This design comes from an exercise in tuning for small area and few clock cycles on the open sky130 flow, not from production work.
At most, simulation tests tie the RTL to the original design; equivalence was not proved.
For run 6, only the layout was checked, not whether the RTL still works.
Power and IR drop assume default switching activity.

==> design.v <==
module pid_proto (
    input  wire        clk,
    input  wire        rst,           
    input  wire        cmd_valid,
    output wire        cmd_ready,
    input  wire [31:0] cmd,
    output wire        rsp_valid,
    output wire [7:0]  rsp_status,
    output wire [31:0] rsp_value,
    output wire [1:0]  rsp_count,
    output wire [7:0]  rsp_byte0,
    output wire [7:0]  rsp_byte1
);
    function [15:0] crc_step;
        input [15:0] c_in;
        input [7:0]  b;
        reg   [15:0] c;
        integer      i;
        begin
            c = c_in ^ {8'h00, b};
            for (i = 0; i < 8; i = i + 1)
                c = c[0] ? ((c >> 1) ^ 16'h8408) : (c >> 1);
            crc_step = c;
        end
    endfunction
    reg [31:0] c;         
    reg        cv;        
    reg [15:0] ncrc;      
    reg [15:0] nvcrc;     
    reg [7:0]  vhold0;    
    reg [7:0]  vhold1;    
    reg [1:0]  vcnt;
    reg [3:0]  rx;
    reg        legal;     
    reg        hit;       
    reg        asc;       
    assign cmd_ready = 1'b1;
    assign rsp_valid = cv;
    function is_permitted_ascii;
        input [7:0] x;
        begin
            is_permitted_ascii =
                (x >= 8'h41 && x <= 8'h5A) || (x >= 8'h61 && x <= 8'h7A) ||
                (x >= 8'h30 && x <= 8'h39) || (x == 8'h20) ||
                (x == 8'h21) || (x == 8'h23) || (x == 8'h24) || (x == 8'h26) ||
                (x == 8'h27) || (x == 8'h28) || (x == 8'h29) || (x == 8'h2A) ||
                (x == 8'h2B) || (x == 8'h2C) || (x == 8'h2D) || (x == 8'h2E) ||
                (x == 8'h2F) || (x == 8'h3A) || (x == 8'h3B) || (x == 8'h3C) ||
                (x == 8'h3D) || (x == 8'h3E) || (x == 8'h3F) || (x == 8'h5C);
        end
    endfunction
    wire in_zfc = ~|cmd[23:21];
    wire in_zfb = in_zfc & ~|cmd[20:8];
    wire in_zf0 = in_zfb & ~|cmd[7:0];
    reg  in_legal;
    always @(*) begin
        case (cmd[31:24])
            8'h10:                              in_legal = in_zfc;
            8'h11, 8'h21, 8'h31, 8'h41, 8'h51:  in_legal = in_zfb;
            8'h20, 8'h22, 8'h30, 8'h32, 8'h40, 8'h42,
            8'h50, 8'h52, 8'h53:                in_legal = in_zf0;
            default:                            in_legal = 1'b0;
        endcase
    end
    reg  in_ext;
    always @(*) begin
        case (cmd[20:0])
            21'h0000B7, 21'h002022, 21'h002500, 21'h002501, 21'h002588, 21'h002581:
                     in_ext = 1'b1;
            default: in_ext = 1'b0;
        endcase
    end
    wire in_asc = is_permitted_ascii(cmd[7:0]);
    wire in_hit = (in_asc & ~|cmd[20:8]) | in_ext;
    wire [7:0]  b   = c[7:0];
    wire hi0   = legal & (c[27:26] == 2'b00);
    wire g1    = hi0 & c[31:28] == 4'h1;
    wire g2    = hi0 & c[31:28] == 4'h2;
    wire g3    = hi0 & c[31:28] == 4'h3;
    wire g4    = hi0 & c[31:28] == 4'h4;
    wire g5    = hi0 & c[31:28] == 4'h5;
    wire [1:0] lo = c[25:24];
    wire s_enc   = g1 & lo == 2'd0;
    wire s_dec   = g1 & lo == 2'd1;
    wire s_cinit = g2 & lo == 2'd0;
    wire s_cfeed = g2 & lo == 2'd1;
    wire s_ctag  = g2 & lo == 2'd2;
    wire s_vinit = g3 & lo == 2'd0;
    wire s_vfeed = g3 & lo == 2'd1;
    wire s_vend  = g3 & lo == 2'd2;
    wire s_fbe   = g4 & ~lo[0];               
    wire s_fbyte = g4 & lo == 2'd1;
    wire s_rinit = g5 & lo == 2'd0;
    wire s_rbyte = g5 & lo == 2'd1;
    wire s_rend  = g5 & lo == 2'd2;
    wire s_rstat = g5 & lo == 2'd3;
    wire asc_ok  = asc;
    wire enc_hit = hit;
    wire ext_hit = hit & (c[13] | c[7]);
    wire [2:0] ext_idx = ~c[13] ? 3'd0 : ~c[10] ? 3'd1 : {c[7], ~c[7], c[0]};
    reg [15:0] dec_x;
    always @(*) begin
        case (b)
            8'h22:   dec_x = 16'h0027;
            8'h80:   dec_x = 16'h00B7;
            8'h81:   dec_x = 16'h2022;
            8'h82:   dec_x = 16'h2500;
            8'h83:   dec_x = 16'h2501;
            8'h84:   dec_x = 16'h2588;
            8'h85, 8'h86, 8'h87:
                     dec_x = 16'h2581;
            default: dec_x = 16'hFFFD;
        endcase
    end
    wire [15:0] recv  = {vhold1, vhold0};
    wire        vfull = vcnt[1];
    wire        v_ok  = s_vend & vfull;
    wire        v_bad = recv != nvcrc;
    wire rx_err   = rx[3];
    wire b_dle    = b == 8'h10;
    wire b_stx    = b == 8'h02;
    wire b_etx    = b == 8'h03;
    wire rx_start = ~rx[3] & rx[2:0] == 3'd0;
    wire rx_hdr   = ~rx[3] & rx[2:0] == 3'd1;
    wire rx_data  = ~rx[3] & rx[2:0] == 3'd2;
    wire rx_esc   = ~rx[3] & rx[2:0] == 3'd3;
    wire rx_done  = ~rx[3] & rx[2];
    reg [2:0] why_n;
    always @(*) begin
        why_n = 3'd0;
        if (rx_start & ~b_dle)              why_n = 3'd2;
        if (rx_hdr & ~b_stx)                why_n = 3'd3;
        if (rx_esc & ~b_dle & ~b_etx)       why_n = 3'd4;
        if (rx_done)                        why_n = 3'd5;
    end
    wire rb_err = s_rbyte & (rx_err | why_n != 3'd0);
    wire re_err = s_rend & ~rx_done;
    wire s_val = s_enc & ~enc_hit;
    wire s_raw = ~legal | s_val | (s_dec & asc_ok);   
    wire s_decx = s_dec & ~asc_ok;
    wire s_prot = (s_vend & ~vfull) | rb_err | re_err;
    assign rsp_status = {5'd0, ~legal, (v_ok & v_bad) | s_val, s_prot | s_val};
    wire [3:0] sval =
        ({4{s_vend & ~vfull}} & 4'd1) |
        ({4{rb_err}} & (rx_err ? {1'b0, rx[2:0]} : {1'b0, why_n})) |
        ({4{re_err}} & (rx_err ? {1'b0, rx[2:0]} : 4'd6)) |
        ({4{s_rstat}} & {1'b0, rx_err | rx[2], rx_err | rx[1], rx_err | rx[0]});
    assign rsp_value[31:24] = ({8{~legal}} & c[31:24]) | ({8{v_ok}} & nvcrc[15:8]);
    assign rsp_value[23:16] = ({8{s_raw}} & c[23:16]) | ({8{v_ok}} & nvcrc[7:0]);
    assign rsp_value[15:8]  = ({8{s_raw}} & c[15:8]) | ({8{s_decx}} & dec_x[15:8]) |
                              ({8{s_ctag}} & ncrc[15:8]) | ({8{v_ok}} & recv[15:8]);
    assign rsp_value[7:4]   = ({4{s_raw}} & c[7:4]) | ({4{s_decx}} & dec_x[7:4]) |
                              ({4{s_ctag}} & ncrc[7:4]) | ({4{v_ok}} & recv[7:4]) |
                              ({4{s_rstat & rx_err}} & {1'b0, rx[2:0]});
    assign rsp_value[3:0]   = ({4{s_raw}} & c[3:0]) | ({4{s_decx}} & dec_x[3:0]) |
                              ({4{s_ctag}} & ncrc[3:0]) | ({4{v_ok}} & recv[3:0]) | sval;
    assign rsp_count[1] = s_ctag | s_fbe | (s_fbyte & b_dle);
    assign rsp_count[0] = (s_enc & enc_hit) | (s_vfeed & vfull) | (s_fbyte & ~b_dle) |
                          (s_rbyte & ((rx_data & ~b_dle) | (rx_esc & b_dle)));
    wire [1:0] grp = c[29:28];
    assign rsp_byte0 =
        (grp == 2'd2) ? ncrc[7:0] :
        (grp == 2'd3) ? vhold0 :
        (~c[30] & ext_hit) ? {5'b10000, ext_idx} :
        (b | {3'd0, c[30] & ~c[24], 4'd0});   
    assign rsp_byte1 =
        (grp == 2'd2) ? ncrc[15:8] :
        c[24] ? 8'h10 : {7'd1, c[25]};
    wire [15:0] crc_f  = ~crc_step(~ncrc, b);
    wire [15:0] vcrc_f = ~crc_step(~nvcrc, vhold0);
    wire        vshift = cv & s_vfeed;
    wire        c_ld   = cv & s_cfeed & ~rst;
    wire        c_hold = ~rst & ~(cv & (s_cinit | s_cfeed));
    wire        v_ld   = cv & s_vfeed & vfull & ~rst;
    wire        v_hold = ~rst & ~(cv & (s_vinit | s_vend | (s_vfeed & vfull)));
    wire [15:0] ncrc_d  = ({16{c_ld}} & crc_f)  | ({16{c_hold}} & ncrc);
    wire [15:0] nvcrc_d = ({16{v_ld}} & vcrc_f) | ({16{v_hold}} & nvcrc);
    always @(posedge clk) begin
        c     <= cmd;
        legal <= in_legal;
        hit   <= in_hit;
        asc   <= in_asc;
        ncrc  <= ncrc_d;
        nvcrc <= nvcrc_d;
        if (rst) begin
            cv    <= 1'b0;
            vcnt  <= 2'd0;
            rx    <= 4'd0;
        end else begin
            cv <= cmd_valid;
            if (cv) begin
                if (s_vinit | s_vend)
                    vcnt <= 2'd0;
                else if (s_vfeed & ~vfull)
                    vcnt <= {vcnt[0], ~vcnt[0]};
                if (s_rinit | s_rend)
                    rx <= 4'd0;
                else if (s_rbyte & ~rx_err) begin
                    if (why_n != 3'd0)
                        rx <= {1'b1, why_n};
                    else if (rx_start)
                        rx <= 4'd1;
                    else if (rx_hdr)
                        rx <= 4'd2;
                    else if (rx_data)
                        rx <= b_dle ? 4'd3 : 4'd2;
                    else   
                        rx <= b_dle ? 4'd2 : 4'd4;
                end
            end
        end
        if (vshift) begin
            vhold1 <= b;
            vhold0 <= vhold1;
        end
    end
endmodule
==> flow/run.sh <==
#!/bin/bash
# Layout flow: the standard ORFS flow (standard.sh), with these changes.
#  - Synthesis is the standard flow's own script (synth_recipe.tcl) with only the ABC
#    mapping script swapped for flow/abc_area.script: ORFS's speed script
#    with the delay relaxed (&nf -R 1000) and without ABC's buffering and
#    up-sizing passes. Registers are untouched (ABC maps only the logic).
#  - The port buffers are sky130_fd_sc_hd__buf_1 (one per port, as usual).
#  - Clock tree: sky130_fd_sc_hd__clkbuf_8 buffers, no dummy loads.
#  - Timing-driven global placement keeps no resizer changes
#    (GPL_KEEP_OVERFLOW=0), and after global routing ORFS's power
#    recovery down-sizes gates off the critical paths (RECOVER_POWER=100).
# Each run's full output goes to a log file of its own in this folder
# (synth.log, layout.log); ORFS also keeps per-step logs under orfs/logs.
set -euo pipefail
here=$(pwd)
{
  head -n 1 synth_recipe.tcl
  cat <<TCL
proc abc {args} {
  set i [lsearch -exact \$args -script]
  if { \$i >= 0 } { lset args [expr {\$i + 1}] $here/flow/abc_area.script }
  yosys abc {*}\$args
}
TCL
  tail -n +2 synth_recipe.tcl
} > my_synth.tcl
sed "s|SYNTH_SCRIPT=[^ ]*|SYNTH_SCRIPT=$here/my_synth.tcl|" standard.sh > my_standard.sh
grep -q "SYNTH_SCRIPT=$here/my_synth.tcl" my_standard.sh
export GPL_KEEP_OVERFLOW=0
export RECOVER_POWER=100
export BUFFER_PORTS_ARGS="-buffer_cell sky130_fd_sc_hd__buf_1"
export CTS_ARGS="-sink_clustering_enable -repair_clock_nets -dont_use_dummy_load -buf_list sky130_fd_sc_hd__clkbuf_8"
bash my_standard.sh synth > synth.log 2>&1
bash my_standard.sh finish > layout.log 2>&1
==> flow/abc_area.script <==
&get -n
&st
&dch
&nf -R 1000
&st
&syn2
&if -g -K 6
&synch2
&nf -R 1000
&st
&syn2
&if -g -K 6
&synch2
&nf -R 1000
&st
&syn2
&if -g -K 6
&synch2
&nf -R 1000
&st
&syn2
&if -g -K 6
&synch2
&nf -R 1000
&st
&syn2
&if -g -K 6
&synch2
&nf -R 1000
&put
topo
stime -c
dnsize -c
==> standard.sh <==
#!/bin/bash
# synth_recipe.tcl (not shown) runs the flow's synth.tcl, then flattens the netlist and writes it again
# the make line also repeats each setting of config.mk as NAME=value (left out here)
make -C /OpenROAD-flow-scripts/flow DESIGN_CONFIG=/design/flow/config.mk WORK_HOME=/design/flow/orfs CLKGATE_MAP_FILE= SYNTH_SCRIPT=/design/flow/synth_recipe.tcl "${@:-finish}"
==> config.mk <==
export PLATFORM = sky130hd
export DESIGN_NAME = pid_proto
export DESIGN_NICKNAME = pid_proto
export VERILOG_FILES = /design/flow/design.v
export SDC_FILE = /design/flow/constraint.sdc
export NUM_CORES = 4
export LEC_CHECK = 0
export CAP_MARGIN = 20
export CORE_MARGIN = 2
export CORE_UTILIZATION = 60
export SLEW_MARGIN = 20
==> constraint.sdc <==
create_clock -name core_clock -period 4.0 [get_ports {clk}]
set_input_delay 0.8000 -clock core_clock [delete_from_list [all_inputs] [get_ports {clk}]]
set_output_delay 0.8000 -clock core_clock [all_outputs]
set_load 0.01 [all_outputs]
==> results of run 1 <==
[layout by cell type (no fill, tap or decap), types with 10 or more instances in the layout]
master / n
nand3_1: 13
a22o_1: 33
nand4_1: 17
edfxtp_1: 16
xnor2_1: 38
nand2_1: 79
dfxtp_1: 73
a21oi_1: 19
buf_1: 84
xor2_1: 20
clkinv_1: 10
nor2_1: 36
o21ai_0: 37
[critical path, delay by kind of cell, from the launching register on]
family	cells	cell delay (ns)
DFF	1	0.84
AOI/OAI and AO/OA	2	0.46
buffers and inverters	1	0.15
and+or+nand+nor	3	1.28
[area by class of cell]
type / count / area (sq um) / area share [%]
Timing Repair Buffer: 93 / 376.6 / 7.271
Inverter: 11 / 41.29 / 0.7971
Multi-Input combinational cell: 407 / 2551 / 49.25
Clock buffer: 9 / 123.9 / 2.391
Tap cell: 99 / 123.9 / 2.391
Sequential cell: 90 / 1963 / 37.90
[layer usage]
layer,up-vias,part of all wire (%)
li1,2072,-
met1,2101,42
met2,240,46
met3,38,8.6
met4,0,3.5
met5,-,0
[cell families (layout without fill, tap and decap cells)]
kind of cell / after synthesis / count (layout) / share of synthesized area [%]
adders and majority gates: 2 / 2 / 0.4408
buffers and inverters: 17 / 113 / 1.901
and+or+nand+nor: 200 / 200 / 20.99
other: 2 / 6 / 0.1654
AOI/OAI and AO/OA: 133 / 133 / 20.22
muxes: 8 / 8 / 1.901
DFF: 90 / 90 / 43.20
xor gates and xnor gates: 58 / 58 / 11.18
[registers in the layout, indices dropped and copies added (netlist names)]
| signal | cells |
|---|---|
| vcnt | 2 |
| c | 32 |
| rx | 4 |
| asc | 1 |
| vhold0 | 8 |
| vhold1 | 8 |
| hit | 1 |
| legal | 1 |
| ncrc | 16 |
| cv | 1 |
| nvcrc | 16 |
[per-stage QoR]
| stage | instances | area (sq um) | power [uW] | setup WS (ns) | hold slack [ns] |
|---|---|---|---|---|---|
| 6_report | 709 | 5180 | 1607 | 0.09975 | 0.4934 |
| 4_1_cts | 709 | 5192 | 1609 | 0.003433 | 0.4956 |
| 3_5_place_dp | 697 | 5022 | 1136 | 0.009077 | 0.4975 |
| 2_1_floorplan | 514 | 4562 | 1071 | 0.1860 | 0.4466 |
| 3_3_place_gp | 695 | 4971 | 1132 | -0.6127 | 0.4632 |
| 5_1_grt | 709 | 5180 | 1665 | 0.0008669 | 0.5026 |
[where the power goes]
part / total [uW] / internal (uW) / switching (uW)
clock: 487 / 202 / 285
combinational: 148 / 58.1 / 90.3
sequential: 972 / 938 / 33.9
[repair_timing]
item | 4_1_cts | 5_1_grt
hold endpoints to repair | 0 | 0
pin swaps | 2 | 1
setup endpoints to repair | 25 | 26
gates resized for setup | 4 | 2
buffers inserted | 3 | 0
[final timing paths]
check | endpoint | depth (start not counted)
setup / recovery | rsp_value[2] | 6
hold / removal | vhold0[1] | 0
setup reg to reg | ncrc[9] | 5
hold reg to reg | vhold0[1] | 0
==> results.cfg, run 1 <==
[critical_path]
crit_required_ns = 3.20
critPathMaxStageDelay_ns = 0.84
r2r_start = c[29]
regToRegSetupSlack_ns = 0.89
end_kind = primary output
crit_start = c[29]
worst_setup_path_start_kind = flop
path_common_cell = a221o_1
cp_slowest_cell = dfxtp_1
critPathKind = reg -> out
cp_cell_sequence = nor2b_4 > nand2_1 > nor2_2 > a221o_1 > a221o_1 > buf_1
critPathMaxFanout = 22
arrival_ns = 3.10

[die]
die_w_microns = 91.01
core_sq_um = 7292
std_cell_rows = 31
fp.dieH_microns = 91.01
die_area_sq_um = 8282
initial_core_util_pct = 62.29
io_pins = 95

[logic_synthesis]
synth.area.top_cells = dfxtp_1 33%, edfxtp_1 11%, xnor2_1 7.3%
synth-main-ff-cell = dfxtp_1
yosys-top-cells-count = 79 x nand2_1, 74 x dfxtp_1, 38 x nor2_1, 38 x o21ai_0, 38 x xnor2_1
yosysMostFrequentCell = nand2_1
yosysTopAreaCellShare_pct = 32.62
yosysWarningCount = 1
synth-edff-count = 16
netlist_instances = 510
synth_top_area_cell = dfxtp_1
async_flop_share_pct = 0
synth.avg_cell_area_sq_um = 8.906
ys_types = 48
synth_seq_cells = 90
yosysSeqAreaShare_pct = 43.20
netlist_area_sq_um = 4542

[clocking]
cts_hold_buf = 0
cts_tree = yes
cts_buffers = 9
cts_root_buf = clkbuf_8
cts_buffer_depth = 2
clk_pin_slew_ns = 0.08
clock_latency_ns = 0.37
htreeDepth = 3
cts.sinks = 90

[sta]
finalHoldViolations = 0
fmax_ghz = 0.2564
setup_violations = 0
tns_ns = 0
rsz0062_at_grt = false
worst_pin_slew_ns = 1.234
clock_skew_ns = 0.04528
min_period_ns = 3.900
maxSlewHeadroom_pct = 17.42
finalCritPeriodShare_pct = 97.51
slew_violations = 0

[final_layout]
nNetsFinal = 647
drive_above_1_share_pct = 3.443
antenna_cells = 0
n_fill_cell = 592
fin_util_pct = 71.04
syn2layout_area_growth_pct = 14.05

[hold_path]
hp-start = vhold1[1]
hp-class = reg -> reg

[global_routing]
grtUsageMet3_pct = 8.050
grt_busiest_layer = met2
antenna_found_initial = 0
grt_pass1_wl_microns = 21210
grtUsageMet1_pct = 43.95
grt_pass1_vias = 3968
grt_usage_pct = 33.09
use_met2_pct = 52.04
overflow = 0
grt_max_degree = 23

[power]
power_density_nw_per_um2 = 310.2
peakVddDrop_mv = 0.2195
leakagePower_uw = 0.001819

[detailed_routing]
wl_microns = 13720
vias = 4451
wl_per_cell_microns = 19.34
drt-vias-per-instance = 6.278
initialDrtViolationCount = 417
drt.antenna.violating_nets = 0
drc_errors = 0
firstDrtPassIters = 6

[placed_design]
place_congestion = 0.9844
port_buffers = 88
hpwl_microns = 10190

[job]
cap_violations = 0

[outcome]
outcome = no timing/DRC/antenna violations
Testbench counts, summed over its fixed seeds: cycles 48,189.
==> inputs of run 2 (changes only) <==
--- a/design.v
+++ b/design.v
@@ -73,23 +73,23 @@
     wire in_asc = is_permitted_ascii(cmd[7:0]);
     wire in_hit = (in_asc & ~|cmd[20:8]) | in_ext;
     wire [7:0]  b   = c[7:0];
-    wire hi0   = legal & (c[27:26] == 2'b00);
-    wire g1    = hi0 & c[31:28] == 4'h1;
-    wire g2    = hi0 & c[31:28] == 4'h2;
-    wire g3    = hi0 & c[31:28] == 4'h3;
-    wire g4    = hi0 & c[31:28] == 4'h4;
-    wire g5    = hi0 & c[31:28] == 4'h5;
+    wire [2:0] gp = c[30:28];
+    wire g1    = legal & ~gp[2] & ~gp[1] &  gp[0];
+    wire g2    = legal & ~gp[2] &  gp[1] & ~gp[0];
+    wire g3    = legal &  gp[1] &  gp[0];
+    wire g4    = legal &  gp[2] & ~gp[0];
+    wire g5    = legal &  gp[2] &  gp[0];
     wire [1:0] lo = c[25:24];
-    wire s_enc   = g1 & lo == 2'd0;
-    wire s_dec   = g1 & lo == 2'd1;
-    wire s_cinit = g2 & lo == 2'd0;
-    wire s_cfeed = g2 & lo == 2'd1;
-    wire s_ctag  = g2 & lo == 2'd2;
-    wire s_vinit = g3 & lo == 2'd0;
-    wire s_vfeed = g3 & lo == 2'd1;
-    wire s_vend  = g3 & lo == 2'd2;
+    wire s_enc   = g1 & ~lo[0];
+    wire s_dec   = g1 &  lo[0];
+    wire s_cinit = g2 & ~lo[1] & ~lo[0];
+    wire s_cfeed = g2 &  lo[0];
+    wire s_ctag  = g2 &  lo[1];
+    wire s_vinit = g3 & ~lo[1] & ~lo[0];
+    wire s_vfeed = g3 &  lo[0];
+    wire s_vend  = g3 &  lo[1];
     wire s_fbe   = g4 & ~lo[0];               
-    wire s_fbyte = g4 & lo == 2'd1;
+    wire s_fbyte = g4 &  lo[0];
     wire s_rinit = g5 & lo == 2'd0;
     wire s_rbyte = g5 & lo == 2'd1;
     wire s_rend  = g5 & lo == 2'd2;
==> run 2 against run 1 <==
  * The layout now fails its checks (max-capacitance violations, max-slew violations)
  * Global-route usage shrank 0.32 points
  * Die area decreased by 0.37%
  * Sequential share of layout area up 0.40 points
  * First-iteration DRC count up 44%
  * Highest routed layer unchanged
  * Sequential power about the same
  * Routed wire length fell by 1.9%
  * Synthesized cell count decreased by 2.9%
  * Final area decreased by 1.0%
  * Non-clock buffer count is 4 lower
==> results.cfg, run 2 <==
[placed_design]
dp_slack_ns = 0.02185
hpwl_microns = 9951
place_congestion = 0.9811
port_buffers = 88
dp_cells = 681

[global_routing]
overflow = 0
grt_pass1_wl_microns = 21400
grt_pass1_vias = 4040
grt_usage_pct = 32.77
antenna_found_initial = 0
grt_max_degree = 31

[die]
die_area_sq_um = 8251
io_pins = 95
std_cell_rows = 31
die_w_microns = 90.84
initial_core_util_pct = 62.05
fp.dieH_microns = 90.84
core_sq_um = 7292

[final_layout]
n_fill_cell = 608
largest_reg_flops = 32
stdcell_count = 690
antenna_cells = 0
syn2layout_area_growth_pct = 13.30
nNetsFinal = 628
layout_commonest_cell = buf_1
reg_top3 = c: 32 flops, ncrc: 16 flops, nvcrc: 16 flops
mostFrequentLayoutCells = 83 x buf_1, 73 x dfxtp_1, 66 x nand2_1
drive_above_1_share_pct = 2.707
regMostFlops = c

[logic_synthesis]
synth-main-ff-cell = dfxtp_1
synth.area.top_cells = dfxtp_1 33%, edfxtp_1 11%, xnor2_1 7.7%
netlist_area_sq_um = 4524
netlist_instances = 495
ys_types = 45
yosysWarningCount = 1
yosysMostFrequentCell = dfxtp_1
synth-edff-count = 16
synth_seq_cells = 90
async_flop_share_pct = 0
yosys-top-cells-count = 74 x dfxtp_1, 66 x nand2_1, 40 x xnor2_1, 36 x nor2_1
yosysSeqAreaShare_pct = 43.36
yosysTopAreaCellShare_pct = 32.74
synth_top_area_cell = dfxtp_1
synth.avg_cell_area_sq_um = 9.140

[detailed_routing]
drt.antenna.violating_nets = 0
firstDrtPassIters = 6
wl_per_cell_microns = 19.49
drc_errors = 0
vias = 4424
initialDrtViolationCount = 599
wl_microns = 13450
drt-vias-per-instance = 6.412

[clocking]
clk_pin_slew_ns = 0.08
cts_buffer_depth = 2
clock_latency_ns = 0.36
cts.sinks = 90
cts_root_buf = clkbuf_8
htreeDepth = 3
cts_buffers = 9
cts_hold_buf = 0
cts_tree = yes

[critical_path]
critPathMaxStageDelay_ns = 0.79
reg2reg_depth = 5
critPathMaxFanout = 30
critPathKind = reg -> out
worst_setup_path_start_kind = flop
cp_slowest_cell = dfxtp_1
regToRegSetupSlack_ns = 1.00
crit_required_ns = 3.20
path_common_cell = nand2_1
cp_cell_sequence = and3_1 > nand2_1 > nor2_4 > a22oi_1 > nand2_1 > a2111oi_0 > o21ai_0 > buf_1
rr_endpoint = nvcrc[13]
end_kind = primary output
r2r_start = c[24]
arrival_ns = 3.00

[power]
peakVddDrop_mv = 0.2159
leakagePower_uw = 0.001765
power_density_nw_per_um2 = 312.7

[sta]
rsz0062_at_grt = false
setup_violations = 0
slew_violations = 17
clock_skew_ns = 0.02408
tns_ns = 0
finalHoldViolations = 0
maxSlewHeadroom_pct = -5.461
worst_pin_slew_ns = 1.575
min_period_ns = 3.801
fin_ws_ns = 0.1986
finalCritPeriodShare_pct = 95.04
fmax_ghz = 0.2631

[hold_path]
hp-start = ncrc[15]
hp-class = reg -> reg
hold_path_end = ncrc[15]
hold-path-cell-count = 2

[outcome]
violatedChecks = max-capacitance violations, max-slew violations
outcome = failed layout checks

[job]
cap_violations = 3
run 2: changes by cell type in the layout (fill, tap and decap cells not counted), moves of 4 or more:
cell / before / now
nand2_1: 79 / 66
nand4_1: 17 / 6
a222oi_1: 2 / 11
or3_1: 7 / 2
nor4_1: 7 / 11
run 2: metrics by stage:
step | power, uW | area [sq um] | hold WS (ns) | utilization, %
final | 1603 | 5126 | 0.5226 | 70.30
after global routing | 1654 | 5126 | 0.5325 | 70.30
after detailed placement | 1140 | 5001 | 0.5149 | 68.58
after floorplan | 1074 | 4547 | 0.4711 | -
after global placement | 1134 | 4956 | 0.4966 | 67.97
after CTS | 1605 | 5132 | 0.5226 | 70.38
run 2: area by class of cell:
type                    instances  area [sq um]  area share [%]
multi-input cells             394          2540           49.55
flip-flops and latches         90          1963           38.30
repair buffers                 89         341.6           6.663
clock buffers                   9         123.9           2.416
well taps                      99         123.9           2.416
inverters                       9         33.78          0.6590
run 2: layer usage:
metal,up-vias,GRT usage (%),wire length (microns)
li1,2045,-,-
met4,0,13.76,441
met3,37,6.511,1345
met5,-,0,0
met2,281,51.06,6020
met1,2061,44.62,5640
run 2: power by group:
group          internal [uW]  switching, uW
combinational           58.3           93.3
sequential               938           33.3
clock                    202            279
run 2: cells by family (layout without fill, tap and decap cells):
kind of cell	Yosys count	count (layout)	synth area share, %
flops	90	90	43.36
compound gates	138	138	21.90
mux	8	8	1.908
buf+inv	15	107	1.742
fa+ha+maj	2	2	0.4425
simple gates	180	180	18.86
other cells	2	6	0.1660
xor+xnor	60	60	11.62
run 2: worst max-delay path, delay by kind of cell, from the launching register on:
family	cells	cell delay, ns
DFF	1	0.79
AOI/OAI and AO/OA	3	0.41
and+or+nand+nor	4	1.28
buffers and inverters	1	0.18
run 2: worst max-delay path by stage:
stage                from       endpoint  slack (ns)
floorplan           c[28]   rsp_value[2]        0.69
global placement    c[28]   rsp_value[2]       -0.41
CTS                 c[28]  rsp_value[12]        0.06
detailed placement  c[29]   rsp_value[2]        0.02
global route        c[29]   rsp_value[2]        0.05
finish              c[29]   rsp_value[2]        0.20
run 2: what timing repair did:
action                     in CTS  in global routing
setup buffers                   0                  0
setup endpoints to repair      17                 16
resized for setup               3                  3
Testbench counts of run 2, summed over its fixed seeds: cycles 48,189.
==> inputs of run 3 (changes only) <==
--- a/flow/run.sh
+++ b/flow/run.sh
@@ -7,8 +7,7 @@
 #  - The port buffers are sky130_fd_sc_hd__buf_1 (one per port, as usual).
 #  - Clock tree: sky130_fd_sc_hd__clkbuf_8 buffers, no dummy loads.
 #  - Timing-driven global placement keeps no resizer changes
-#    (GPL_KEEP_OVERFLOW=0), and after global routing ORFS's power
-#    recovery down-sizes gates off the critical paths (RECOVER_POWER=100).
+#    (GPL_KEEP_OVERFLOW=0).
 # Each run's full output goes to a log file of its own in this folder
 # (synth.log, layout.log); ORFS also keeps per-step logs under orfs/logs.
 set -euo pipefail
@@ -27,7 +26,6 @@
 sed "s|SYNTH_SCRIPT=[^ ]*|SYNTH_SCRIPT=$here/my_synth.tcl|" standard.sh > my_standard.sh
 grep -q "SYNTH_SCRIPT=$here/my_synth.tcl" my_standard.sh
 export GPL_KEEP_OVERFLOW=0
-export RECOVER_POWER=100
 export BUFFER_PORTS_ARGS="-buffer_cell sky130_fd_sc_hd__buf_1"
 export CTS_ARGS="-sink_clustering_enable -repair_clock_nets -dont_use_dummy_load -buf_list sky130_fd_sc_hd__clkbuf_8"
 bash my_standard.sh synth > synth.log 2>&1
==> run 3 against run 2 <==
  * Now clean on timing, DRC and antenna
  * Sequential share of layout area shrank 0.11 points
  * Die area is the same
  * Non-clock buffer count is the same
  * Final area grew 0.29%
  * Clock skew is essentially flat
  * Register-to-register slack gained 0.07 ns
  * Fmax shrank 0.79%
  * Via count is essentially flat
  * Total power grew 0.24%
  * Hold slack is essentially flat
  * Critical endpoint unchanged
  * Combinational power is essentially flat
==> results.cfg, run 3 <==
[sta]
fin_ws_ns = 0.1684
worst_pin_slew_ns = 1.086
finalCritPeriodShare_pct = 95.79
fmax_ghz = 0.2610
finalHoldViolations = 0
slew_violations = 0
maxSlewHeadroom_pct = 27.30
setup_violations = 0
rsz0062_at_grt = false
min_period_ns = 3.832
clock_skew_ns = 0.02415

[outcome]
outcome = no timing/DRC/antenna violations

[logic_synthesis]
yosysMostFrequentCell = dfxtp_1
yosys-top-cells-count = 74 x dfxtp_1, 66 x nand2_1, 40 x xnor2_1, 36 x nor2_1
netlist_area_sq_um = 4524
synth_seq_cells = 90
yosysWarningCount = 1
yosysSeqAreaShare_pct = 43.36
synth.area.top_cells = dfxtp_1 33%, edfxtp_1 11%, xnor2_1 7.7%
synth.avg_cell_area_sq_um = 9.140
synth-main-ff-cell = dfxtp_1
netlist_instances = 495
synth_top_area_cell = dfxtp_1
synth-edff-count = 16
ys_types = 45
async_flop_share_pct = 0
yosysTopAreaCellShare_pct = 32.74

[critical_path]
cp_slowest_cell = dfxtp_1
cp_cell_sequence = and3_1 > nand2_1 > nor2_4 > a22oi_1 > nand2_1 > a2111oi_0 > o21ai_0 > buf_1
critPathMaxStageDelay_ns = 0.77
path_buf_inv = 1
r2r_start = c[29]
regToRegSetupSlack_ns = 1.07
crit_required_ns = 3.20
reg2reg_depth = 5
worst_setup_path_start_kind = flop
critPathKind = reg -> out
arrival_ns = 3.03
rr_endpoint = ncrc[6]
path_common_cell = nand2_1
end_kind = primary output
path_delay_family = simple AND/OR/NAND/NOR gates
critPathMaxFanout = 30

[detailed_routing]
wl_microns = 13430
initialDrtViolationCount = 612
drc_errors = 0
vias = 4420
firstDrtPassIters = 5
drt-vias-per-instance = 6.406
wl_per_cell_microns = 19.46
drt.antenna.violating_nets = 0

[global_routing]
grt_busiest_layer = met2
grt_max_degree = 31
grt_pass1_vias = 4040
grtUsageMet3_pct = 6.511
use_met2_pct = 51.06
grt_usage_pct = 32.77
overflow = 0
grtUsageMet1_pct = 44.62
grt_pass1_wl_microns = 21400
antenna_found_initial = 0

[die]
core_sq_um = 7292
fp.dieH_microns = 90.84
io_pins = 95
die_area_sq_um = 8251
initial_core_util_pct = 62.05
std_cell_rows = 31
die_w_microns = 90.84

[placed_design]
place_congestion = 0.9811
dp_slack_ns = 0.02185
placed_area_sq_um = 5001
hpwl_microns = 9951
port_buffers = 88

[clocking]
cts_root_buf = clkbuf_8
cts_buffer_depth = 2
cts.sinks = 90
cts_tree = yes
cts_hold_buf = 0
post_cts_resize_count = 3
clock_latency_ns = 0.37
htreeDepth = 3
clk_pin_slew_ns = 0.08
cts_buffers = 9
cts_setup_buffers = 0

[job]
cap_violations = 0

[final_layout]
reg_top3 = c: 32 flops, ncrc: 16 flops, nvcrc: 16 flops
multi_input_area_sq_um = 2555
seqCellArea_sq_um = 1963
fin_util_pct = 70.50
antenna_cells = 0
fin_area_sq_um = 5141
layout_commonest_cell = buf_1
syn2layout_area_growth_pct = 13.63
regMostFlops = c
n_fill_cell = 603
drive_above_1_share_pct = 3.215
nNetsFinal = 628
mostFrequentLayoutCells = 88 x buf_1, 73 x dfxtp_1, 66 x nand2_1
largest_reg_flops = 32

[power]
peakVddDrop_mv = 0.2152
leakagePower_uw = 0.001766
power_density_nw_per_um2 = 312.6

[hold_path]
hold_path_end = ncrc[15]
hp-class = reg -> reg
hold-path-cell-count = 2
hp-start = ncrc[15]
[run 3: cell types whose count changed in the layout (fill, tap and decap cells not counted)]
cell and delta:
a31oi_1 -2, a31oi_2 +2, buf_1 +5, clkbuf_1 -5
nor2_1 -1, nor2_2 +1
[run 3: area by class of cell]
cell class / instances / area share [%]
clock buffers: 9 / 2.409
flip-flops and latches: 90 / 38.18
inverters: 9 / 0.6571
multi-input cells: 394 / 49.70
repair buffers: 89 / 6.644
well taps: 99 / 2.409
[run 3: worst max-delay path by stage]
| stage | startpoint | endpoint | slack, ns | depth (start not counted) |
|---|---|---|---|---|
| after floorplan | c[28] | rsp_value[2] | 0.69 | 7 |
| after global placement | c[28] | rsp_value[2] | -0.41 | 8 |
| after detailed placement | c[29] | rsp_value[2] | 0.02 | 6 |
| after CTS | c[28] | rsp_value[12] | 0.06 | 6 |
| after global routing | c[29] | rsp_value[2] | 0.03 | 8 |
| final | c[29] | rsp_value[2] | 0.17 | 8 |
[run 3: per-layer routing]
layer | up-vias | share of wire, %
li1 | 2038 | -
met1 | 2034 | 41
met2 | 302 | 45
met3 | 46 | 10
met4 | 0 | 3.8
met5 | - | 0
[run 3: through the flow]
stage / total power [uW] / TNS, ns / hold WS, ns / std cells
after global placement: 1134 / -3.344 / 0.4966 / 680
final: 1607 / 0 / 0.5228 / 690
after CTS: 1605 / 0 / 0.5226 / 690
after global routing: 1655 / 0 / 0.5325 / 690
after floorplan: 1074 / 0 / 0.4711 / 499
after detailed placement: 1140 / 0 / 0.5149 / 681
[run 3: tightest hold or removal path, delay by kind of cell (launching register included)]
kind / cells / cell delay, ns
simple gates: 1 / 0.06
compound gates: 1 / 0.07
flops: 1 / 0.35
[run 3: kinds of logic (layout without fill, tap and decap cells)]
kind of cell,after synthesis,count (layout),share of synthesized area (%)
xor gates and xnor gates,60,60,11.62
and+or+nand+nor,180,180,18.86
muxes,8,8,1.908
AOI/OAI and AO/OA,138,138,21.90
DFF,90,90,43.36
other,2,6,0.1660
adders and majority gates,2,2,0.4425
buffers and inverters,15,107,1.742
[run 3: power by group]
part	internal [uW]	switching [uW]	leakage, uW
Combinational	58.7	93.6	0.000949
Clock	202	282	0.0000647
Sequential	938	33.4	0.000752
Total	1200	409	0.00177
==> inputs of run 4 (changes only) <==
--- a/design.v
+++ b/design.v
@@ -29,7 +29,7 @@
     reg [15:0] nvcrc;     
     reg [7:0]  vhold0;    
     reg [7:0]  vhold1;    
-    reg [1:0]  vcnt;
+    reg [1:0]  vcnt;      
     reg [3:0]  rx;
     reg        legal;     
     reg        hit;       
@@ -192,7 +192,7 @@
                 if (s_vinit | s_vend)
                     vcnt <= 2'd0;
                 else if (s_vfeed & ~vfull)
-                    vcnt <= {vcnt[0], ~vcnt[0]};
+                    vcnt <= {vcnt[0], 1'b1};
                 if (s_rinit | s_rend)
                     rx <= 4'd0;
                 else if (s_rbyte & ~rx_err) begin
==> run 4 against run 3 <==
  * Still clean on timing, DRC and antenna
  * Non-clock buffer count is 5 higher
  * Routed wire length is 1.3% higher
  * Via count is 1.8% lower
  * Hold slack worse by 0.0068 ns
  * Fmax is 0.35% higher
  * First-iteration DRC count is 11% lower
  * Critical path depth is 3 lower
  * Largest power group unchanged
==> results.cfg, run 4 <==
[clocking]
cts_tree = yes
cts_buffers = 9
cts.sinks = 90
cts_root_buf = clkbuf_8
htreeDepth = 3
clock_latency_ns = 0.37
clk_pin_slew_ns = 0.09
cts_buffer_depth = 2
cts_setup_buffers = 0
cts_hold_buf = 0

[critical_path]
arrival_ns = 3.02
critPathMaxFanout = 19
crit_required_ns = 3.20
regToRegSetupSlack_ns = 1.20
rr_endpoint = vhold0[6]
r2r_start = legal
critPathKind = reg -> out
reg2reg_depth = 4
worst_setup_path_start_kind = flop
end_kind = primary output

[final_layout]
layout_commonest_cell = buf_1
nNetsFinal = 615
fin_area_sq_um = 5117
drive_above_1_share_pct = 3.979
antenna_cells = 0
stdcell_count = 677
largest_reg_flops = 32
regMostFlops = c
mostFrequentLayoutCells = 88 x buf_1, 73 x dfxtp_1, 56 x nand2_1
reg_top3 = c: 32 flops, ncrc: 16 flops, nvcrc: 16 flops
syn2layout_area_growth_pct = 14.37

[sta]
tns_ns = 0
finalCritPeriodShare_pct = 95.45
min_period_ns = 3.818
setup_violations = 0
worst_pin_slew_ns = 1.066
maxSlewHeadroom_pct = 28.87
fin_ws_ns = 0.1819
slew_violations = 0
clock_skew_ns = 0.02241
fmax_ghz = 0.2619
finalHoldViolations = 0
rsz0062_at_grt = false
hold-worst-slack_ns = 0.5160

[power]
leakagePower_uw = 0.001763
p_sw_uw = 417.7
comb_power_share_pct = 9.2
peakVddDrop_mv = 0.1834
p_int_uw = 1199
power_density_nw_per_um2 = 315.9
swShare_pct = 25.84
seqPwrFrac_pct = 60.0
p_clk_share_pct = 30.7

[placed_design]
place_congestion = 0.9548
placed_area_sq_um = 4979
dp_cells = 668
hpwl_microns = 10150
port_buffers = 88
dp_slack_ns = 0.08359

[detailed_routing]
drc_errors = 0
firstDrtPassIters = 8
wl_per_cell_microns = 20.09
initialDrtViolationCount = 544
wl_microns = 13600
drt-vias-per-instance = 6.414
drt.antenna.violating_nets = 0
vias = 4342

[die]
io_pins = 95
fp.dieH_microns = 90.36
std_cell_rows = 31
core_sq_um = 7253
initial_core_util_pct = 61.69
die_w_microns = 90.36
die_area_sq_um = 8164

[job]
cap_violations = 0

[hold_path]
hp-class = reg -> reg
hold_path_end = ncrc[8]
hold-path-cell-count = 2
hp-start = ncrc[8]

[global_routing]
overflow = 0
grt_pass1_wl_microns = 21490
antenna_found_initial = 0
grt_usage_pct = 33.58
grt_max_degree = 23
grt_pass1_vias = 3954

[logic_synthesis]
netlist_instances = 477
synth.area.top_cells = dfxtp_1 33%, edfxtp_1 11%, xnor2_1 7.8%
yosysWarningCount = 1
synth-edff-count = 16
synth_top_area_cell = dfxtp_1
synth-main-ff-cell = dfxtp_1
async_flop_share_pct = 0
yosysTopAreaCellShare_pct = 33.11
ys_types = 50
synth_seq_cells = 90
synth.avg_cell_area_sq_um = 9.380
netlist_area_sq_um = 4474
yosysMostFrequentCell = dfxtp_1
yosys-top-cells-count = 74 x dfxtp_1, 56 x nand2_1, 40 x xnor2_1, 35 x a22o_1, 32 x o21ai_0
yosysSeqAreaShare_pct = 43.85

[outcome]
outcome = no timing/DRC/antenna violations
[run 4: cells by family after synthesis]
group | Yosys count | synth area share, %
and+or+nand+nor | 170 | 18.54
AOI/OAI and AO/OA | 130 | 21.39
DFF | 90 | 43.85
xor gates and xnor gates | 60 | 11.75
buffers and inverters | 14 | 1.678
muxes | 9 | 2.181
adders and majority gates | 2 | 0.4474
other | 2 | 0.1678
[run 4: worst max-delay path, cell delays in order (launching register included)]
cell	delay, ns
dfxtp_1	0.76
clkinv_1	0.43
nor3_2	0.60
nand3_1	0.18
o311ai_0	0.47
buf_1	0.21
[run 4: worst max path at each step]
stage                from  slack, ns  cells past startpoint            to
detailed placement  c[28]       0.08                      6  rsp_value[3]
global placement    c[28]      -1.48                      6  rsp_value[3]
CTS                 c[28]       0.02                      6  rsp_value[3]
floorplan           c[28]       0.02                      5  rsp_value[3]
finish              c[24]       0.18                      5  rsp_value[3]
global route        c[29]       0.09                      8  rsp_value[1]
[run 4: layout make-up]
class | count | area (sq um)
timing repair buffer | 94 | 390.4
clock buffer | 9 | 123.9
sequential | 90 | 1963
multi-input combinational | 377 | 2486
tap | 99 | 123.9
inverter | 8 | 30.03
fill | 626 | 2136
[run 4: through the flow]
stage                     util (%)  power (uW)
after detailed placement     68.64        1136
final                        70.55        1617
after floorplan                  -        1070
after global routing         70.55        1668
after CTS                    70.42        1609
after global placement       67.53        1131
[run 4: repair_timing]
item,CTS,global route
resized for setup,1,2
setup endpoints to repair,9,8
endpoints found under the hold margin,0,0
gates cloned,0,0
[run 4: layer usage]
layer  part of all wire, %  global-route usage [%]  up-vias
li1                      -                       -     2008
met1                    42                   45.36     2038
met2                    46                   52.82      264
met3                   9.4                   7.513       32
met4                   2.7                   12.82        0
met5                     0                       0        -
[run 4: power groups by stage]
stage               clock network (uW)  registers (uW)  logic, uW
floorplan                            0             977       93.3
global placement                     0             989        142
detailed placement                   0             989        146
CTS                                493             969        147
global route                       532             972        164
finish                             497             970        149
Testbench counts of run 4, summed over its fixed seeds: cycles 48,189.
==> inputs of run 5 (changes only) <==
--- a/design.v
+++ b/design.v
@@ -120,11 +120,11 @@
     wire b_dle    = b == 8'h10;
     wire b_stx    = b == 8'h02;
     wire b_etx    = b == 8'h03;
-    wire rx_start = ~rx[3] & rx[2:0] == 3'd0;
-    wire rx_hdr   = ~rx[3] & rx[2:0] == 3'd1;
-    wire rx_data  = ~rx[3] & rx[2:0] == 3'd2;
-    wire rx_esc   = ~rx[3] & rx[2:0] == 3'd3;
-    wire rx_done  = ~rx[3] & rx[2];
+    wire rx_start = ~rx[3] & ~rx[2] & ~rx[1] & ~rx[0];
+    wire rx_hdr   = ~rx[3] & ~rx[1] &  rx[0];
+    wire rx_data  = ~rx[3] &  rx[1] & ~rx[0];
+    wire rx_esc   = ~rx[3] &  rx[1] &  rx[0];
+    wire rx_done  = ~rx[3] &  rx[2];
     reg [2:0] why_n;
     always @(*) begin
         why_n = 3'd0;
==> run 5 against run 4 <==
  * Core utilization hardly changed
  * Non-clock buffer count down 4
  * Clock skew rose by 0.0055 ns
  * Still clean on timing, DRC and antenna
  * Synthesized cell count increased by 1.7%
  * Sequential power about the same
==> results.cfg, run 5 <==
[critical_path]
crit_required_ns = 3.20
arrival_ns = 3.06
cp_slowest_cell = dfxtp_1
cp_cell_sequence = clkinv_1 > nor2_2 > and3_2 > a222oi_1 > nand3_1 > buf_1
end_kind = primary output
path_buf_inv = 2
path_delay_family = simple AND/OR/NAND/NOR gates
worst_setup_path_start_kind = flop
critPathKind = reg -> out
critPathMaxStageDelay_ns = 0.78
critPathMaxFanout = 17

[detailed_routing]
drt.antenna.violating_nets = 0
drc_errors = 0
vias = 4376
drt-vias-per-instance = 6.426
wl_per_cell_microns = 20.31
initialDrtViolationCount = 515
firstDrtPassIters = 8
wl_microns = 13830

[sta]
fmax_ghz = 0.2589
rsz0062_at_grt = false
setup_violations = 0
worst_pin_slew_ns = 1.186
clock_skew_ns = 0.02791
maxSlewHeadroom_pct = 20.90
finalCritPeriodShare_pct = 96.55
slew_violations = 0
finalHoldViolations = 0
min_period_ns = 3.862

[final_layout]
regMostFlops = c
nNetsFinal = 619
largest_reg_flops = 32
fin_area_sq_um = 5087
layout_commonest_cell = buf_1
drive_above_1_share_pct = 3.780
antenna_cells = 0
stdcell_count = 681
mostFrequentLayoutCells = 88 x buf_1, 72 x dfxtp_1, 61 x nand2_1
syn2layout_area_growth_pct = 13.96
reg_top3 = c: 32 flops, ncrc: 16 flops, nvcrc: 16 flops

[global_routing]
grt_max_degree = 32
antenna_found_initial = 0
overflow = 0
grt_pass1_vias = 3852
grt_pass1_wl_microns = 21130
grt_usage_pct = 33.20

[power]
p_sw_uw = 407.8
comb_power_share_pct = 9.6
seqPwrFrac_pct = 60.5
leakagePower_uw = 0.001750
p_int_uw = 1198
peakVddDrop_mv = 0.2284
power_density_nw_per_um2 = 315.6
swShare_pct = 25.40
p_clk_share_pct = 30.0

[placed_design]
port_buffers = 88
place_congestion = 0.9548
placed_area_sq_um = 4941
dp_cells = 672
hpwl_microns = 10130

[logic_synthesis]
synth_top_area_cell = dfxtp_1
async_flop_share_pct = 0
netlist_area_sq_um = 4464
synth_seq_cells = 90
muxShareOfSynthArea_pct = 2.018
synth_xor_area_share_pct = 11.77
ys_types = 45
synth-main-ff-cell = dfxtp_1
synth.avg_cell_area_sq_um = 9.205
yosysWarningCount = 1
netlist_instances = 485
synth_compound_area_share_pct = 22.56
yosysMostFrequentCell = dfxtp_1
synth_top_family_by_area = compound AO/OA/AOI/OAI gates
yosys-top-cells-count = 74 x dfxtp_1, 61 x nand2_1, 49 x o21ai_0, 42 x xnor2_1, 30 x a22o_1
synthSimpleGateAreaFrac_pct = 17.52
synth-edff-count = 16
synth_fa_ha_area_share_pct = 0
yosysTopAreaCellShare_pct = 33.18
yosysSeqAreaShare_pct = 43.95
synth.area.top_cells = dfxtp_1 33%, edfxtp_1 11%, xnor2_1 8.2%

[die]
die_w_microns = 90.26
initial_core_util_pct = 61.88
io_pins = 95
std_cell_rows = 31
fp.dieH_microns = 90.26
die_area_sq_um = 8147
core_sq_um = 7214

[outcome]
outcome = no timing/DRC/antenna violations

[clocking]
cts_buffer_depth = 2
cts.sinks = 90
clk_pin_slew_ns = 0.09
cts_setup_buffers = 0
htreeDepth = 3
cts_tree = yes
cts_buffers = 9
clock_latency_ns = 0.36
cts_root_buf = clkbuf_8

[hold_path]
hp-class = reg -> reg

[job]
cap_violations = 0
## run 5: cell types whose count changed in the layout (fill, tap and decap cells not counted), sizes merged, moves of 5 or more
| cell | delta |
|---|---|
| nand2 | +5 |
| o21ai | +17 |
| a22o | -5 |
| nor3 | -11 |
| mux2 | -6 |
| mux2i | +6 |
| and3 | +6 |
| and2 | -5 |
## run 5: final timing paths
kind,start,to,slack (ns),depth (start not counted)
worst max register to register,c[29],ncrc[12],1.31,4
worst max-delay path,c[29],rsp_value[7],0.14,6
worst min register to register,ncrc[7],ncrc[7],0.51,2
worst min-delay path,ncrc[7],ncrc[7],0.51,2
## run 5: cells by family (layout without fill, tap and decap cells)
kind of cell,after synthesis,in the layout
and+or+nand+nor,163,163
xor gates and xnor gates,60,60
buffers and inverters,18,111
AOI/OAI and AO/OA,143,143
muxes,9,9
DFF,90,90
other,2,6
## run 5: area by class of cell
type | count | area, sq um
inverters | 12 | 48.80
clock buffers | 9 | 123.9
well taps | 99 | 123.9
fillers | 612 | 2127
repair buffers | 90 | 349.1
flip-flops and latches | 90 | 1964
multi-input cells | 381 | 2477
## run 5: routing by layer
| layer | global-route usage (%) | vias up | share of wire (%) |
|---|---|---|---|
| met5 | 0 | - | 0 |
| li1 | - | 2020 | - |
| met3 | 6.845 | 40 | 10 |
| met2 | 51.07 | 282 | 46 |
| met4 | 10.64 | 0 | 2.6 |
| met1 | 47.12 | 2034 | 41 |
## run 5: tightest hold or removal path, delay by kind of cell (launching register included)
| kind | cells | cell delay, ns |
|---|---|---|
| and+or+nand+nor | 1 | 0.06 |
| DFF | 1 | 0.35 |
| AOI/OAI and AO/OA | 1 | 0.06 |
## run 5: stage by stage
stage	setup TNS [ns]	total power [uW]	utilization (%)	hold WS [ns]	setup WS [ns]
2_1_floorplan	0	1072	-	0.4711	0.5213
6_report	0	1606	70.52	0.5112	0.1380
5_1_grt	0	1659	70.52	0.5450	0.01509
3_3_place_gp	-17.01	1135	67.86	0.4907	-0.9151
4_1_cts	0	1608	70.24	0.5100	0.03659
3_5_place_dp	0	1139	68.49	0.4971	0.1242
## run 5: repair_timing
item,CTS,global route
hold buffers,0,0
pin swaps,0,0
setup endpoints to repair,17,16
resized for setup,2,5
## run 5: power groups by stage
stage	Combinational [uW]	Sequential, uW	Clock (uW)
final	153	971	481
after global routing	167	973	519
after CTS	151	968	489
after detailed placement	150	989	0
after global placement	147	988	0
after floorplan	95.2	977	0
Testbench counts of run 5, summed over its fixed seeds: cycles 48,189.
==> inputs of run 6 (changes only) <==
--- a/design.v
+++ b/design.v
@@ -32,8 +32,7 @@
     reg [1:0]  vcnt;      
     reg [3:0]  rx;
     reg        legal;     
-    reg        hit;       
-    reg        asc;       
+    reg        cok;
     assign cmd_ready = 1'b1;
     assign rsp_valid = cv;
     function is_permitted_ascii;
@@ -72,6 +71,7 @@
     end
     wire in_asc = is_permitted_ascii(cmd[7:0]);
     wire in_hit = (in_asc & ~|cmd[20:8]) | in_ext;
+    wire in_cok = cmd[24] ? in_asc : in_hit;
     wire [7:0]  b   = c[7:0];
     wire [2:0] gp = c[30:28];
     wire g1    = legal & ~gp[2] & ~gp[1] &  gp[0];
@@ -94,9 +94,9 @@
     wire s_rbyte = g5 & lo == 2'd1;
     wire s_rend  = g5 & lo == 2'd2;
     wire s_rstat = g5 & lo == 2'd3;
-    wire asc_ok  = asc;
-    wire enc_hit = hit;
-    wire ext_hit = hit & (c[13] | c[7]);
+    wire asc_ok  = cok;    
+    wire enc_hit = cok;    
+    wire ext_hit = c[13] | c[7];
     wire [2:0] ext_idx = ~c[13] ? 3'd0 : ~c[10] ? 3'd1 : {c[7], ~c[7], c[0]};
     reg [15:0] dec_x;
     always @(*) begin
@@ -178,8 +178,7 @@
     always @(posedge clk) begin
         c     <= cmd;
         legal <= in_legal;
-        hit   <= in_hit;
-        asc   <= in_asc;
+        cok   <= in_cok;
         ncrc  <= ncrc_d;
         nvcrc <= nvcrc_d;
         if (rst) begin
==> run 6 against run 5 <==
  * Still clean
  * Worst setup slack gained 0.083 ns
  * Flip-flop and latch count shrank 1
  * Final cell count shrank 1.0%
  * Clock power grew 2%
  * Core utilization shrank 0.12 points
  * Combinational power is essentially flat
  * Total power grew 0.13%
  * Fmax grew 2.2%
  * Largest cell class unchanged
==> results.cfg, run 6 <==
[final_layout]
seqCellArea_sq_um = 1944
multi_input_area_sq_um = 2535
nNetsFinal = 612
antenna_cells = 0
reg_top3 = c: 32 flops, ncrc: 16 flops, nvcrc: 16 flops
syn2layout_area_growth_pct = 13.71
layout_commonest_cell = buf_1
largest_reg_flops = 32
stdcell_count = 674
drive_above_1_share_pct = 3.304
n_fill_cell = 606
mostFrequentLayoutCells = 88 x buf_1, 71 x dfxtp_1, 55 x nand2_1
regMostFlops = c

[critical_path]
arrival_ns = 2.98
cp_cell_sequence = clkinv_1 > or4_1 > nor2_1 > nand2_1 > nor2_1 > o21ai_0 > nand4_1 > buf_1
critPathMaxFanout = 9
path_buf_inv = 2
cp_slowest_cell = or4_1
critPathKind = reg -> out
worst_setup_path_start_kind = flop
crit_start = legal
crit_required_ns = 3.20
path_delay_family = simple AND/OR/NAND/NOR gates
end_kind = primary output
path_common_cell = nor2_1
critPathMaxStageDelay_ns = 0.66
r2r_start = c[29]

[sta]
finalHoldViolations = 0
min_period_ns = 3.779
setup_violations = 0
hold-worst-slack_ns = 0.5131
rsz0062_at_grt = false
clock_skew_ns = 0.02891
maxSlewHeadroom_pct = 26.93
fmax_ghz = 0.2646
slew_violations = 0
finalCritPeriodShare_pct = 94.49
worst_pin_slew_ns = 1.092

[clocking]
cts.sinks = 89
clock_latency_ns = 0.36
cts_buffers = 9
cts_tree = yes
cts_setup_buffers = 0
clk_pin_slew_ns = 0.09
cts_root_buf = clkbuf_8
htreeDepth = 3
cts_buffer_depth = 2

[die]
std_cell_rows = 31
core_sq_um = 7253
io_pins = 95
die_area_sq_um = 8192
fp.dieH_microns = 90.51
die_w_microns = 90.51
initial_core_util_pct = 61.91

[detailed_routing]
drc_errors = 0
top_layer = met4
wl_met3_microns = 1509
wl_met2_microns = 6326
firstDrtPassIters = 6
vias = 4478
initialDrtViolationCount = 562
wl_microns = 13900
wl_met1_microns = 5677
drt.antenna.violating_nets = 0
drt-vias-per-instance = 6.644
wl_per_cell_microns = 20.63

[hold_path]
hp-start = vhold1[7]
hp-class = reg -> reg

[logic_synthesis]
synth-main-ff-cell = dfxtp_1
synth-edff-count = 16
synth_top_area_cell = dfxtp_1
async_flop_share_pct = 0
synth_seq_cells = 89
yosysTopAreaCellShare_pct = 32.54
netlist_area_sq_um = 4491
synth.area.top_cells = dfxtp_1 33%, edfxtp_1 11%, xnor2_1 8.0%
synth.avg_cell_area_sq_um = 9.394
ys_types = 52
yosysSeqAreaShare_pct = 43.24
netlist_instances = 478
yosysWarningCount = 1
yosys-top-cells-count = 73 x dfxtp_1, 55 x nand2_1, 41 x xnor2_1, 37 x a22o_1, 36 x o21ai_0
yosysMostFrequentCell = dfxtp_1

[global_routing]
grt_pass1_wl_microns = 21820
grt_max_degree = 31
antenna_found_initial = 0
grt_usage_pct = 33.81
grt_pass1_vias = 4104
overflow = 0

[placed_design]
port_buffers = 88
hpwl_microns = 10180
dp_cells = 665
place_congestion = 0.9965

[power]
peakVddDrop_mv = 0.2387
power_density_nw_per_um2 = 314.8
leakagePower_uw = 0.001777

[job]
cap_violations = 0

[outcome]
outcome = no timing/DRC/antenna violations
## run 6: power by group
group	switching [uW]	internal (uW)	leakage, uW	total (uW)
Combinational	94.3	60.7	0.000968	155
Sequential	36.2	928	0.000744	964
Clock	287	202	0.0000647	489
## run 6: logic make-up after synthesis
group,Yosys count,share of synthesized area (%)
AOI/OAI and AO/OA,139,22.49
xor gates and xnor gates,62,12.09
adders and majority gates,1,0.2229
buffers and inverters,13,1.588
DFF,89,43.24
muxes,8,1.950
other,2,0.1672
and+or+nand+nor,164,18.25
## run 6: worst paths after layout
path	to	cells past startpoint	slack [ns]
hold reg to reg	vhold0[7]	0	0.51
setup / recovery	rsp_value[7]	8	0.22
hold / removal	vhold0[7]	0	0.51
setup reg to reg	ncrc[0]	5	1.15
## run 6: final cells by class
type	count	area share (%)
repair buffers	90	6.910
clock buffers	9	2.426
flip-flops and latches	89	38.08
well taps	99	2.426
multi-input cells	380	49.64
inverters	7	0.5146
## run 6: per-layer routing
| layer | global-route usage, % | vias to the layer above |
|---|---|---|
| met4 | 10.64 | 0 |
| met3 | 6.177 | 46 |
| li1 | - | 1997 |
| met5 | 0 | - |
| met1 | 46.86 | 2109 |
| met2 | 53.79 | 326 |
## run 6: repair_timing
action / CTS / global route
hold buffers: 0 / 0
endpoints found under the setup margin: 17 / 15
gates resized for setup: 3 / 2
## run 6: stage by stage
step	setup TNS, ns	utilization (%)	area (sq um)	total power, uW	worst slack (ns)
floorplan	0	-	4513	1064	0.7257
global placement	-6.572	67.86	4922	1129	-0.4780
detailed placement	-0.5668	68.60	4976	1135	-0.1162
CTS	0	70.36	5104	1603	0.04807
global route	0	70.40	5106	1656	0.03600
finish	0	70.40	5106	1608	0.2206

-- what the ideal ports hide --
The flow's constraints put no driver on any port. The routed layouts listed below were extracted and timed again, unchanged, in two steps. Step 1 assumes that a clkbuf_16 drives the clock port and a buf_2 every other input. Step 2 also shifts input and output timing later by t, the mid clock arrival at the registers, as if the neighbouring blocks saw the same clock. Three values: no drivers, after step 1, after step 2; two values: the first two.
run	t (ns)	setup slack, ns	worst setup path after step 2	clock arrival spread, ns	cell pins on the clock port's net
run 1	0.384	0.100 / 0.066 / 0.450	register to output	0.045 / 0.045	1
run 2	0.385	0.199 / 0.166 / 0.550	register to output	0.025 / 0.025	1
run 3	0.386	0.168 / 0.135 / 0.521	register to output	0.024 / 0.024	1
run 4	0.394	0.182 / 0.148 / 0.541	register to output	0.023 / 0.023	1
run 5	0.382	0.138 / 0.105 / 0.486	register to output	0.029 / 0.029	1
run 6	0.378	0.221 / 0.188 / 0.565	register to output	0.031 / 0.031	1
